Source: an optimization exercise on an open RTL-to-GDS flow (aim: small area, a short achievable clock period and few clock cycles per item). Production flows keep margins and buffers that such runs may drop.
At most, simulation tests tie the RTL to the original design; equivalence was not proved.
Power and IR drop assume default switching activity.

## alpha
Design bb_sync, start of the top module:
module bb_sync (
    input  wire        clk,
    input  wire        rst,           
    input  wire        cmd_valid,
    output wire        cmd_ready,
    input  wire [31:0] cmd_data,
    output wire        kbc_rd,
    output wire        kbc_port,      
    input  wire        kbc_ack,
    input  wire [7:0]  kbc_rdata,
    output wire        rec_valid,
    input  wire        rec_ready,
    output wire [31:0] rec_data
);
Size: ~150 flip-flops, ~81 I/O pins.
export LEC_CHECK = 0
export ABC_AREA = 1
export CAP_MARGIN = 20
export CORE_MARGIN = 2
export CORE_UTILIZATION = 65
export CTS_BUF_LIST = sky130_fd_sc_hd__clkbuf_8
export SETUP_SLACK_MARGIN = 2.0
export SLEW_MARGIN = 20
create_clock -name core_clock -period 4.5 [get_ports {clk}]
standard.sh (not shown) runs the stock make flow with config.mk's settings and CLKGATE_MAP_FILE= SYNTH_SCRIPT=/design/flow/synth_recipe.tcl, a recipe that flattens the netlist after the stock synthesis.
==> flow/flow/run.sh <==
#!/bin/bash
# Standard layout, except that the port buffers are buf_2 cells instead of
# the delay cells buffer_ports picks by default. Every port is still buffered.
set -euo pipefail
export BUFFER_PORTS_ARGS="-buffer_cell sky130_fd_sc_hd__buf_2"
bash standard.sh > standard.log 2>&1
Testbench counts of alpha, summed over its fixed seeds: cycles 26,047, ops 5,600.
Modified inputs, beta compared to alpha
--- a/flow/design.v
+++ b/flow/design.v
@@ -42,12 +42,13 @@
     reg         b_ch;
     reg  [2:0]  b_code;
     reg  [7:0]  b_byte;
     reg         b_pkt;         
     reg         o_v;
     reg         o_pkt;         
+    reg         o_pkt_lo;      
     reg         o_k1;          
     reg         o_k2;          
     reg         o_dis;         
     reg         o_gd;          
     reg  [7:0]  o_byte;
     reg         gd_p;          
@@ -60,17 +61,17 @@
     assign rec_data[26]    = o_dis;
     assign rec_data[25]    = o_pkt | o_gd;
     assign rec_data[24]    = o_key | o_gd;
     assign rec_data[23:18] = {6{o_pkt}} & o_byte[7:2];
     assign rec_data[17]    = (o_pkt & o_byte[1]) | o_k2;
     assign rec_data[16]    = (o_pkt & o_byte[0]) | (o_key & ~o_byte[7]);
-    assign rec_data[15:10] = ({6{o_pkt}} & mouse_b1[7:2]) | ({6{o_k2}} & o_byte[7:2]);
-    assign rec_data[9:8]   = ({2{o_pkt}} & mouse_b1[1:0]) | ({2{o_k2 | o_dis}} & o_byte[1:0]);
-    assign rec_data[7:3]   = ({5{o_pkt}} & mouse_b0[7:3]) | ({5{o_k1}} & o_byte[7:3]) |
+    assign rec_data[15:10] = ({6{o_pkt_lo}} & mouse_b1[7:2]) | ({6{o_k2}} & o_byte[7:2]);
+    assign rec_data[9:8]   = ({2{o_pkt_lo}} & mouse_b1[1:0]) | ({2{o_k2 | o_dis}} & o_byte[1:0]);
+    assign rec_data[7:3]   = ({5{o_pkt_lo}} & mouse_b0[7:3]) | ({5{o_k1}} & o_byte[7:3]) |
                              ({5{o_k2}} & 5'b11100);
-    assign rec_data[2:0]   = ({3{o_pkt}} & mouse_b0[2:0]) | ({3{o_k1}} & o_byte[2:0]) |
+    assign rec_data[2:0]   = ({3{o_pkt_lo}} & mouse_b0[2:0]) | ({3{o_k1}} & o_byte[2:0]) |
                              ({3{o_dis}} & o_byte[4:2]);
     wire [7:0]  opc = cmd_data[31:24];
     wire z23_0 = (cmd_data[23:0] == 24'd0);
     wire z23_1 = (cmd_data[23:1] == 23'd0);
     wire z23_8 = (cmd_data[23:8] == 16'd0);
     reg  [3:0]  d_kind;
@@ -88,23 +89,23 @@
             8'h30: if (cmd_data[5:3] == 3'd0) d_kind = 4'b11_00;
             8'h31: if (z23_0) d_kind = 4'b11_01;
             8'h32: if (cmd_data[23:16] == 8'd0) d_kind = 4'b11_10;
             default: ;
         endcase
     end
-    wire r_ok   = !o_v && !gd_p && !g2;      
+    wire r_ok   = !o_v && !gd_p;
     wire r_b    = b_v && r_ok;               
     wire bfree  = !b_v || r_ok;              
     wire e_idle = !e_rd && !e_wt && !e_mq;
     wire cb_simple = (cb_grp == 2'd0);
     wire cb_drain  = (cb_grp == 2'd1);
     wire cb_bop    = (cb_grp == 2'd2);
     wire cb_gop    = (cb_grp == 2'd3);
     wire bop_go = cb_v && cb_bop && e_idle && bfree;
     wire g_free = cb_v && cb_gop && e_idle && !b_v && r_ok;
-    wire g_op   = g_free && (cb_mem != 2'd0);          
+    wire g_op   = g_free && (cb_mem != 2'd0) && !g2;   
     wire g_prep = g_free && (cb_mem == 2'd0) && !gq;   
     wire cons_reg = cb_v && (cb_simple || (cb_drain && e_idle)) || bop_go || g_op || gq;
     assign cmd_ready = cb_rdy;
     wire rd_now    = e_rd && kbc_ack;
     wire st_obf    = kbc_rdata[0];
     wire last_poll = (e_cnt == 4'd9);
@@ -375,21 +376,24 @@
         end
         if (bop_go) begin
             b_ch   <= cb_mem[0];
             b_code <= cb_mem[1] ? 3'd6 : 3'd0;
             b_byte <= cb_arg[7:0];
         end
+        if (o_v && rec_ready) o_pkt_lo <= 1'b0;
         if (o_v && rec_ready && gd_p) begin
             o_pkt <= 1'b0;
+            o_pkt_lo <= 1'b0;
             o_k1  <= 1'b0;
             o_k2  <= 1'b0;
             o_dis <= 1'b0;
             o_gd  <= 1'b1;
         end
         if (r_b) begin
             o_pkt <= 1'b0;
+            o_pkt_lo <= 1'b0;
             o_k1  <= 1'b0;
             o_k2  <= 1'b0;
             o_dis <= 1'b0;
             o_gd  <= 1'b0;
             if (b_code != 3'd0) begin
                 o_dis  <= 1'b1;
@@ -400,17 +404,19 @@
                 o_byte <= b_byte;
             end else if (mouse_slot == 2'd0) begin
                 o_dis  <= 1'b1;
                 o_byte <= {3'd0, 3'd5, 2'd1};
             end else begin
                 o_pkt  <= 1'b1;
+                o_pkt_lo <= 1'b1;
                 o_byte <= b_byte;
             end
         end
         if (gq) begin
             o_pkt <= 1'b0;
+            o_pkt_lo <= 1'b0;
             o_k1  <= 1'b0;
             o_k2  <= 1'b0;
             o_dis <= 1'b0;
             o_gd  <= 1'b1;
         end
         if (b_ch && b_code == 3'd0 && r_b) begin
@@ -434,8 +440,13 @@
             g2_sy  <= sy;
             g2_xk1 <= xk_c1;
             g2_xk0 <= xk_c0;
             g2_yk1 <= yk_c1;
             g2_yk0 <= yk_c0;
         end
+        if (rst) begin
+            mouse_b0 <= 8'h00;
+            mouse_b1 <= 8'h00;
+            o_byte   <= 8'h00;
+        end
     end
 endmodule
[summary]
- Setup slack after layout on beta is up relative to alpha.
- In the reports for alpha and beta, the larger overall routed net length belongs to beta.
- Changes observed in beta relative to alpha: logic gate share of total power now smaller, sequential power now smaller.
- beta vs. alpha: detailed-route wire length per cell went down by 0.21 microns.
- The synthesized cell count in beta is 1.06 times that in alpha.
- Compared with alpha, in beta total clock sinks moved up; sequential share of layout area -1.1 points; non-clock buffer count moved down.
- In beta the total stage count of the critical path turned out 1 higher than in alpha.
- When beta is set beside alpha, its maximum clock frequency turns out to be about 3% larger.
- alpha and beta ended up with roughly the same arithmetic-cell share of the synthesized area counting full adders, half adders and majority gates.
- NOTE: post-route standard cell area excluding fillers in beta falls short of that of alpha
- First-iteration DRC count (lower): beta
Testbench counts of beta, summed over its fixed seeds: cycles 26,047, ops 5,600.

* * *

## before
Another version of the RTL of bb_sync (not shown whole).
Size: ~1300 cells after synthesis, about 150 flip-flops, ~81 I/O pins, roughly 9200 sq um of cells after synthesis.
==> flow/design.v (excerpt) <==
module bb_sync (
    input  wire        clk,
    input  wire        rst,           
    input  wire        cmd_valid,
    output wire        cmd_ready,
    input  wire [31:0] cmd_data,
    output wire        kbc_rd,
    output wire        kbc_port,      
    input  wire        kbc_ack,
    input  wire [7:0]  kbc_rdata,
    output wire        rec_valid,
    input  wire        rec_ready,
    output wire [31:0] rec_data
);
    reg  [1:0]  sub_r;
    reg         kbd_pending;
    reg  [1:0]  mouse_slot;
    reg  [7:0]  mouse_b0, mouse_b1;
    reg         gs1, gap, gs2, gco;    
    reg  [14:0] x_sum;                 
    reg  [15:0] y_sum;
    reg  [7:0]  gest_xlen, gest_tol;
    reg         g2;                    
    reg         gq;                    
    reg         g2_cx, g2_sx;          
    reg         g2_cy, g2_sy;
    reg         g2_xk1, g2_xk0;        
    reg         g2_yk1, g2_yk0;        
    reg         cb_v;
    reg         cb_rdy;        
    reg  [1:0]  cb_grp;
    reg  [1:0]  cb_mem;
    reg  [23:0] cb_arg;
    reg         e_rd;          
    reg         e_port;        
    reg         e_wt;          
    reg         e_ch;          
    reg         e_mq;          
    reg  [3:0]  e_cnt;         
    reg  [2:0]  e_code;        
    reg         b_v;
  ...
export LEC_CHECK = 0
export ABC_AREA = 1
export CAP_MARGIN = 20
export CORE_MARGIN = 2
export CORE_UTILIZATION = 55
export CTS_BUF_LIST = sky130_fd_sc_hd__clkbuf_8
export SETUP_SLACK_MARGIN = 2.0
export SLEW_MARGIN = 20
create_clock -name core_clock -period 4.5 [get_ports {clk}]
Scripts as last shown in full above: flow/flow/run.sh
[inputs] after vs before
diff --git a/flow/design.v b/flow/design.v
--- a/flow/design.v
+++ b/flow/design.v
@@ -86,29 +86,29 @@
             8'h20: if (z23_0) d_kind = 4'b01_10;
             8'h11: if (z23_8) d_kind = 4'b10_00;
             8'h21: if (z23_8) d_kind = 4'b10_01;
             8'h30: if (cmd_data[5:3] == 3'd0) d_kind = 4'b11_00;
             8'h31: if (z23_0) d_kind = 4'b11_01;
             8'h32: if (cmd_data[23:16] == 8'd0) d_kind = 4'b11_10;
             default: ;
         endcase
     end
-    wire r_ok   = !o_v && !gd_p && !g2;      
+    wire r_ok   = !o_v && !gd_p;
     wire r_b    = b_v && r_ok;               
     wire bfree  = !b_v || r_ok;              
     wire e_idle = !e_rd && !e_wt && !e_mq;
     wire cb_simple = (cb_grp == 2'd0);
     wire cb_drain  = (cb_grp == 2'd1);
     wire cb_bop    = (cb_grp == 2'd2);
     wire cb_gop    = (cb_grp == 2'd3);
     wire bop_go = cb_v && cb_bop && e_idle && bfree;
     wire g_free = cb_v && cb_gop && e_idle && !b_v && r_ok;
-    wire g_op   = g_free && (cb_mem != 2'd0);          
+    wire g_op   = g_free && (cb_mem != 2'd0) && !g2;   
     wire g_prep = g_free && (cb_mem == 2'd0) && !gq;   
     wire cons_reg = cb_v && (cb_simple || (cb_drain && e_idle)) || bop_go || g_op || gq;
     assign cmd_ready = cb_rdy;
     wire rd_now    = e_rd && kbc_ack;
     wire st_obf    = kbc_rdata[0];
     wire last_poll = (e_cnt == 4'd9);
     wire fin_now   = rd_now && (e_port || (!st_obf && last_poll));
     wire dk = cb_mem[0] || (!cb_mem[1] && !cb_mem[0] && cb_arg[0] && sub_r[0]);
     wire dm = cb_mem[1] || (!cb_mem[1] && !cb_mem[0] && cb_arg[1] && sub_r[1]);
## What came out
- Area growth from synthesis to final layout was higher in the run labelled before.
- Looking at after and before, the final cell area excluding filler cells is a wash.
- Going from before to after, share of synthesized area occupied by flip-flops and latches shrinks by 0.18 points.
- From before to after the numbers moved as follows: number of fillers in the final layout moved up, count of vias placed by the detailed router moved up, count of clock-buffer cells in the layout moved up, all-layer global routing usage moved up.
- Run comparison: before launching element of the worst setup path mouse_b0[4]; after launching element of the worst setup path o_k2
- Delta (after minus before): routed length on met3 higher, final cell count has remained practically unchanged.
Testbench counts of after, summed over its fixed seeds: cycles 26,047, ops 5,600.
For before, only the layout was checked, not whether the RTL still works.

==> what the ideal ports hide <==
The flow's constraints put no driver on any port. The routed layouts listed below were extracted and timed again, unchanged, in two steps.
Step 1, drivers: a clkbuf_16 drives clk and a buf_2 each remaining input, both assumed.
Step 2 moves the port delays by t, midway between the first and last clock arrival at a register: inputs arrive t later, outputs are due t later. That takes back most of the time a late clock gives input paths.
Slacks: no drivers / after step 1 / after step 2; pairs: no drivers / after step 1.
| run | t, ns | slack for setup (ns) | clock arrival spread, ns |
|---|---|---|---|
| alpha | 0.516 | 2.033 / 1.993 / 1.633 | 0.012 / 0.012 |
| beta | 0.502 | 2.102 / 2.064 / 1.729 | 0.015 / 0.015 |
| before | 0.514 | 1.932 / 1.886 / 1.703 | 0.017 / 0.017 |
| after | 0.504 | 2.106 / 2.063 / 1.748 | 0.010 / 0.011 |
After both steps every run listed still meets setup and hold. For alpha, which loses most, drivers alone change the setup slack by -0.040 ns; drivers and shift together by -0.400 ns.
